What follows belongs to an exercise in optimizing a design on an open flow for small area; a production flow would make more cautious choices. In this exercise RTL edits were held to simulation tests only and were not proved equivalent to the original. No driver is modelled on the clock port, so clocking that relies on it looks cheaper here than on a real chip.

== v26 ==
==> flow/design.v (excerpt) <==
module pp_core (
    input  wire         clk,
    input  wire         rst,
    input  wire         cmd_valid,
    output wire         cmd_ready,
    input  wire [3:0]   cmd_code,
    input  wire [271:0] cmd_arg,
    output reg          rsp_valid,
    output reg  [1:0]   rsp_status,
    output wire [65:0]  rsp_data,
    output reg          tx_open_req,
    input  wire         tx_open_ack,
    input  wire         tx_open_ok,
    output reg          tx_wr_valid,
    output wire [31:0]  tx_wr_data,
    input  wire         tx_done,
    input  wire         tx_fail,
    output reg          tx_close,
    output wire [1:0]   phase,
    output wire [2:0]   err,
    output wire [1:0]   dstate
);
export LEC_CHECK = 0
export CAP_MARGIN = 20
export CORE_MARGIN = 2
export CORE_UTILIZATION = 40
export CTS_BUF_LIST = sky130_fd_sc_hd__clkbuf_4
export PLACE_DENSITY = 0.6
export SLEW_MARGIN = 20
export SYNTH_HIERARCHICAL = 1
create_clock -name core_clock -period 12.0 [get_ports {clk}]
standard.sh (not shown) runs the stock make flow with config.mk's settings and CLKGATE_MAP_FILE= SYNTH_SCRIPT=/design/flow/synth_recipe.tcl, a recipe that flattens the netlist after the stock synthesis.
==> flow/flow/run.sh <==
#!/bin/bash
# The standard layout, with each port buffered by the smallest buffer
# (sky130_fd_sc_hd__buf_1) instead of the default clkdlybuf4s50_1.
set -euo pipefail
export BUFFER_PORTS_ARGS="-buffer_cell sky130_fd_sc_hd__buf_1"
bash standard.sh finish > flow_standard.log 2>&1
v26 reached the final stage; the timing, DRC and antenna checks on its layout passed.
Edits applied to the flow inputs when going from v26 to v53:
- clearing CTS_BUF_LIST, which used to be sky130_fd_sc_hd__clkbuf_4
==> flow/run.sh (new file) <==
#!/bin/bash
# synth_recipe.tcl (not shown) runs the flow's synth.tcl, then flattens the netlist and writes it again
# the make line also repeats each setting of config.mk as NAME=value (left out here)
make -C /OpenROAD-flow-scripts/flow DESIGN_CONFIG=/design/flow/config.mk WORK_HOME=/design/flow/orfs CLKGATE_MAP_FILE= SYNTH_SCRIPT=/design/flow/synth_recipe.tcl finish
removed: flow/flow/run.sh
removed: flow/standard.sh
- v53 | status: complete | timing, DRC, antenna: pass
- v26 finished end to end and its layout was clean on timing, DRC and antenna.
- Side by side, sum of routed wire length over all layers turned out higher in v53 than in v26.
- When the final numbers for v26 and v53 were put side by side, the non-filler instance count after layout turned out to be smaller in v53.
- Comparing number of violations reported at the end of detailed-routing iteration 0 for v26 and v53, the smaller number came from v26.
- Detailed route wirelength on metal3 is higher on v26
- Clock buffer count from CTS (v53 / v26): 0.39
- v53 vs. v26: combined flip-flop and latch cell area essentially unchanged; final design instance area without fill increased about 7%.
Setup changes, v53 to v11
==> flow/flow/run.sh (new file) <==
#!/bin/bash
# The standard layout, with each port buffered by the smallest buffer
# (sky130_fd_sc_hd__buf_1) instead of the default clkdlybuf4s50_1.
set -euo pipefail
export BUFFER_PORTS_ARGS="-buffer_cell sky130_fd_sc_hd__buf_1"
bash standard.sh finish > flow_standard.log 2>&1
==> flow/standard.sh (new file) <==
#!/bin/bash
# synth_recipe.tcl (not shown) runs the flow's synth.tcl, then flattens the netlist and writes it again
# the make line also repeats each setting of config.mk as NAME=value (left out here)
make -C /OpenROAD-flow-scripts/flow DESIGN_CONFIG=/design/flow/config.mk WORK_HOME=/design/flow/orfs CLKGATE_MAP_FILE= SYNTH_SCRIPT=/design/flow/synth_recipe.tcl "${@:-finish}"
removed: flow/run.sh
Notes after the runs:
Per the final summary, v11 finished and its layout is clean on timing, DRC and antenna.
Compared v11 against v53; instance count of the mapped netlist within noise.
v11 improves on v53 in final standard cell area without fillers.

---

## run A
pp_core, a different RTL version from the one above (not shown whole).
For scale: ~1,700 cells after synthesis, about 590 flip-flops, roughly 400 I/O pins, about 28,000 µm² of cells after synthesis.
Settings: LEC_CHECK=0, CAP_MARGIN=20, CORE_MARGIN=2, CORE_UTILIZATION=40, CTS_CLUSTER_DIAMETER=150, CTS_CLUSTER_SIZE=30, PLACE_DENSITY=0.6, SLEW_MARGIN=20, SYNTH_HIERARCHICAL=1; clock period 12.0 ns.
==> flow/flow/run.sh <==
#!/bin/bash
# The standard layout, with each port buffered by the smallest buffer
# (sky130_fd_sc_hd__buf_1) instead of the default clkdlybuf4s50_1.
set -euo pipefail
export BUFFER_PORTS_ARGS="-buffer_cell sky130_fd_sc_hd__buf_1"
bash standard.sh finish > flow_standard.log 2>&1
Run A has completed all stages; timing, DRC and antenna checks passed.
The inputs of run B differ from those of run A as listed below.
-- flow/config.mk --
<<< run A, line 9
export CORE_MARGIN = 2
export CORE_UTILIZATION = 40
export CTS_CLUSTER_DIAMETER = 150
export CTS_CLUSTER_SIZE = 30
export PLACE_DENSITY = 0.6
export SLEW_MARGIN = 20
>>> run B, line 9
export CORE_MARGIN = 2
export CORE_UTILIZATION = 55
export CTS_CLUSTER_DIAMETER = 130
export CTS_CLUSTER_SIZE = 28
export PLACE_DENSITY = 0.7
export SLEW_MARGIN = 20
- As of run B, maximum frequency had risen by a few percent compared to run A.
- Detailed placer's ending HPWL, run B and run A: higher on run A
- Diff run A -> run B | detailed route wirelength on metal3 | down by more than 10%
- Any difference in number of nets in the finished design between run B and run A is small enough to ignore.
- Run B vs run A on first-pass GRT wire length: run B is the lower one.
- | fraction of cell area in non-clock buffers | run A vs run B | ≈ equal |
- Run B does worse than run A on reg2reg setup slack.
Input-level comparison between run C and run B:
==> flow/flow/run.sh <==
#!/bin/bash
# The standard layout, with each port buffered by the smallest buffer
# (sky130_fd_sc_hd__buf_1) instead of the default clkdlybuf4s50_1, and clock
# tree synthesis without dummy balancing loads.
set -euo pipefail
export BUFFER_PORTS_ARGS="-buffer_cell sky130_fd_sc_hd__buf_1"
export CTS_ARGS="-sink_clustering_enable -repair_clock_nets -sink_clustering_size 30 -sink_clustering_max_diameter 150 -dont_use_dummy_load"
bash standard.sh finish > flow_standard.log 2>&1
-- flow/config.mk --
<<< run B, line 9
export CORE_MARGIN = 2
export CORE_UTILIZATION = 55
export CTS_CLUSTER_DIAMETER = 130
export CTS_CLUSTER_SIZE = 28
export PLACE_DENSITY = 0.7
export SLEW_MARGIN = 20
>>> run C, line 9
export CORE_MARGIN = 2
export CORE_UTILIZATION = 40
export CTS_CLUSTER_DIAMETER = 150
export CTS_CLUSTER_SIZE = 30
export PLACE_DENSITY = 0.6
export SLEW_MARGIN = 20
Notes after the runs:
- On run C: minimum clock period after layout is 0.28 ns higher than what run B gave.
- The sequential share of layout area in run C was lower than what run B gave.
- Against run B, run C reports a clock buffer instance count of the final layout that is lower.
- Diff run B -> run C: via count fell 121, final instance area picked up an extra about 0.8%.
- Min setup slack across run C and run B: run C

static timing again, ports no longer ideal:
How much do the figures lean on ideal ports? The routed layouts below were timed once more, with nothing changed but the port constraints.
Step 1 (the two cells are an assumption about what drives the block):
set clk [get_ports {clk}]
set_driving_cell -lib_cell sky130_fd_sc_hd__clkbuf_16 $clk
set_driving_cell -lib_cell sky130_fd_sc_hd__buf_2 [delete_from_list [all_inputs] $clk]
Step 2 moves the port delays by t, midway between the first and last clock arrival at a register: inputs arrive t later, outputs are due t later. That takes back most of the time a late clock gives input paths.
a / b / c = no drivers / after step 1 / after step 2; a / b = the first two.
run | shift t [ns] | setup WS [ns] | hold slack, ns | worst register clock-pin slew, ns | pins driven straight from the clock port
v26 | 1.010 | 2.400 / 2.414 / 1.405 | 0.412 / 0.412 / 0.412 | 0.08 / 0.08 | 1
v53 | 0.685 | 1.908 / 1.941 / 1.256 | 0.432 / 0.432 / 0.432 | 0.07 / 0.07 | 1
v11 | 0.671 | 2.090 / 2.103 / 1.433 | 0.445 / 0.445 / 0.445 | 0.07 / 0.07 | 1
run A | 0.629 | 2.834 / 2.846 / 2.217 | 0.451 / 0.451 / 0.451 | 0.12 / 0.12 | 1
run B | 0.667 | 3.196 / 3.227 / 2.560 | 0.458 / 0.458 / 0.458 | 0.12 / 0.12 | 1
run C | 0.616 | 2.918 / 2.929 / 2.313 | 0.433 / 0.433 / 0.433 | 0.12 / 0.12 | 1
After both steps every run listed still meets setup and hold. The setup slack of v26, which loses most, moves by +0.014 ns with the drivers and by -0.995 ns with both steps.
